Context: an optimization exercise on an open-source flow, tuned for small area. The choices shown serve that exercise and are no tape-out recipe.

## build 38
==> flow/design.v <==
module synth_osc (
    input  wire        kind,      
    input  wire [11:0] period,
    input  wire [11:0] phase,     
    output wire [11:0] next_phase,
    output wire [16:0] addend
);
    wire [10:0] half = period[11:1];
    wire [11:0] inc  = phase + 1'b1;
    wire        wrap = (inc == period);
    assign next_phase = wrap ? 12'd0 : inc;
    wire [12:0] e     = {1'b0, phase} - {2'b0, half};
    wire        upper = !wrap && !e[12];           
    wire        at_h  = &e;                        
    wire [10:0] y  = wrap ? 11'd0 : upper ? e[10:0] : phase[10:0];
    wire [15:0] lo = {{5{!wrap}}, ~y & {11{!wrap}}};
    reg [11:0] r, a, b, t;
    reg [12:0] cy;
    reg [15:0] f;
    reg        sub;
    integer i, j;
    always @(*) begin
        r = {1'b0, y};
        for (i = 15; i >= 0; i = i - 1) begin
            sub   = !r[11];
            a     = {r[10:0], lo[i]};
            b     = {1'b0, half} ^ {12{sub}};
            cy[0] = sub;
            for (j = 0; j < 12; j = j + 1) begin
                t[j]    = a[j] ^ b[j] ^ cy[j];
                cy[j+1] = (a[j] & b[j]) | (cy[j] & (a[j] ^ b[j]));
            end
            f[i] = !t[11];
            r    = t;
        end
    end
    assign addend = {kind & at_h, (kind ? f : 16'hffff) ^ {16{!upper}}};
endmodule
module voice_synth (
    input  wire        clk,
    input  wire        rst,
    input  wire [15:0] cfg_divisor,
    input  wire [3:0]  cfg_kind,
    input  wire [47:0] cfg_period,
    input  wire        tx_ready,
    output reg  [7:0]  tx_data,
    output reg         tx_accept
);
    localparam [1:0] P_COMPUTE = 2'd0, P_SENDACK = 2'd1, P_IDLE = 2'd2;
    reg [1:0] ph;
    reg [1:0] k;
    reg [15:0] w;
    reg        z;
    reg [11:0] c0, c1, c2, c3;
    reg [1:0]  pos;
    reg [1:0]  step;
    reg        fresh;
    reg [17:0] acc;
    wire xfer = (ph == P_SENDACK) && tx_ready;
    wire run  = xfer || (step != 2'd0);
    wire [11:0] nphase;
    wire [16:0] addend;
    synth_osc unit (
        .kind       (cfg_kind[pos]),
        .period     (cfg_period[pos*12 +: 12]),
        .phase      (c0),
        .next_phase (nphase),
        .addend     (addend)
    );
    wire [2:0]  ntri = cfg_kind[0] + cfg_kind[1] + cfg_kind[2] + cfg_kind[3];
    wire [17:0] base = xfer ? -{15'd0, ntri} : acc;
    always @(posedge clk) begin
        c0 <= c1; c1 <= c2; c2 <= c3;
        c3 <= run ? nphase : (fresh ? 12'd0 : c0);
        pos <= pos + 1'b1;
        if (rst) begin
            ph        <= P_COMPUTE;
            k         <= 2'd0;
            tx_accept <= 1'b0;
            tx_data   <= 8'd0;
            w         <= cfg_divisor;
            z         <= 1'b1;
            step      <= 2'd0;
            fresh     <= 1'b1;
            c3        <= 12'd0;
            pos       <= 2'd0;
            acc[17:10] <= (ntri == 3'd0) ? 8'd0   :
                          (ntri == 3'd1) ? 8'd63  :
                          (ntri == 3'd2) ? 8'd127 :
                          (ntri == 3'd3) ? 8'd191 : 8'd255;
        end else begin
            z <= (w == 16'd1);
            w <= (w == 16'd1) ? cfg_divisor : w - 1'b1;
            case (ph)
                P_COMPUTE: begin
                    if (k == 2'd2) begin
                        ph <= P_SENDACK;
                        k  <= 2'd0;
                    end else
                        k <= k + 1'b1;
                end
                P_SENDACK: begin
                    if (tx_ready) begin
                        ph        <= P_IDLE;
                        tx_accept <= 1'b1;
                        tx_data   <= acc[17:10];
                    end else
                        k <= 2'd1;
                end
                default: begin
                    tx_accept <= 1'b0;
                    if (z)
                        ph <= P_COMPUTE;
                    else if (k != 2'd2)
                        k <= k + 1'b1;
                end
            endcase
            if (run) begin
                fresh <= 1'b0;
                step  <= step + 1'b1;
                acc   <= base + addend;
            end
        end
    end
endmodule
==> flow/config.mk <==
export PLATFORM = sky130hd
export DESIGN_NAME = voice_synth
export DESIGN_NICKNAME = voice_synth
export VERILOG_FILES = /design/flow/design.v
export SDC_FILE = /design/flow/constraint.sdc
export NUM_CORES = 4
export LEC_CHECK = 0
export CAP_MARGIN = 0
export CORE_MARGIN = 2
export CORE_UTILIZATION = 50
export CTS_BUF_LIST = sky130_fd_sc_hd__clkbuf_8
export SLEW_MARGIN = 0
==> flow/constraint.sdc <==
create_clock -name core_clock -period 90.0 [get_ports {clk}]
set_input_delay 18.0000 -clock core_clock [delete_from_list [all_inputs] [get_ports {clk}]]
set_output_delay 18.0000 -clock core_clock [all_outputs]
set_load 0.01 [all_outputs]
run.sh (not shown) runs the stock make flow with config.mk's settings and CLKGATE_MAP_FILE= SYNTH_SCRIPT=/design/flow/synth_recipe.tcl, a recipe that flattens the netlist after the stock synthesis.
Build 38: full flow OK, the timing, DRC and antenna checks passed
#### Input delta (build 39 over build 38)
Settings: CTS_BUF_LIST: sky130_fd_sc_hd__clkbuf_8 -> sky130_fd_sc_hd__clkbuf_2 sky130_fd_sc_hd__clkbuf_4 sky130_fd_sc_hd__clkbuf_8; SLEW_MARGIN: 0 -> 20; PLACE_DENSITY: unset -> 0.85; CORE_UTILIZATION: 50 -> 80; CAP_MARGIN: 0 -> 20.
### Flow results
Flow for build 39 halted at 5_1_grt, error code DPL-0038. Build 38 finished every step from synthesis to the final layout, and the layout passed the timing, DRC and antenna checks. In build 39, horizontal die dimension is lower than in build 38. Summary of build 39 over build 38: number of library cell types mapped by synthesis saw little to no change; gate count after technology mapping has remained practically unchanged; weighted congestion at the end of routability-driven global placement climbed about 11%; estimated wirelength of the detail-placed design higher.
diff inputs: build 39 => build 55
Settings: SLEW_MARGIN changed from 20 to 0; PLACE_DENSITY removed (was 0.85); CORE_UTILIZATION changed from 80 to 50; CAP_MARGIN changed from 20 to 0; CTS_BUF_LIST removed (was sky130_fd_sc_hd__clkbuf_2 sky130_fd_sc_hd__clkbuf_4 sky130_fd_sc_hd__clkbuf_8).
### Flow results
- Build 55 finished all stages; the layout is clean.
- Going from build 39 to build 55, number of cell rows has increased; number of gates resized after CTS has decreased.
- Effective utilization at floorplan ends up lower on build 55.
No functional check of the RTL was part of any run of this note.

## re-timing with driven ports
The flow's constraints put no driver on any port. The routed layouts listed below were extracted and timed again, unchanged, in two steps.
Step 1, drivers: a clkbuf_16 drives clk and a buf_2 each remaining input, both assumed.
Step 2 times the ports against the registers' clock, not the clock port: input delays grow and output delays shrink by t, the midpoint of the rising clock arrivals with the driver on.
Slacks: ideal / step 1 / step 2; pairs: ideal / step 1.
| run | t, ns | setup slack, ns | worst setup path at the end | latest minus earliest clock arrival (ns) | cell pins on the clock port's net |
|---|---|---|---|---|---|
| build 38 | 0.408 | 3.130 / 3.113 / 2.705 | input to register | 0.017 / 0.018 | 1 |
| build 55 | 0.387 | 3.124 / 3.109 / 2.722 | input to register | 0.011 / 0.011 | 1 |
After both steps every run listed still meets setup and hold. For build 38, which loses most, drivers alone change the setup slack by -0.017 ns; drivers and shift together by -0.425 ns.
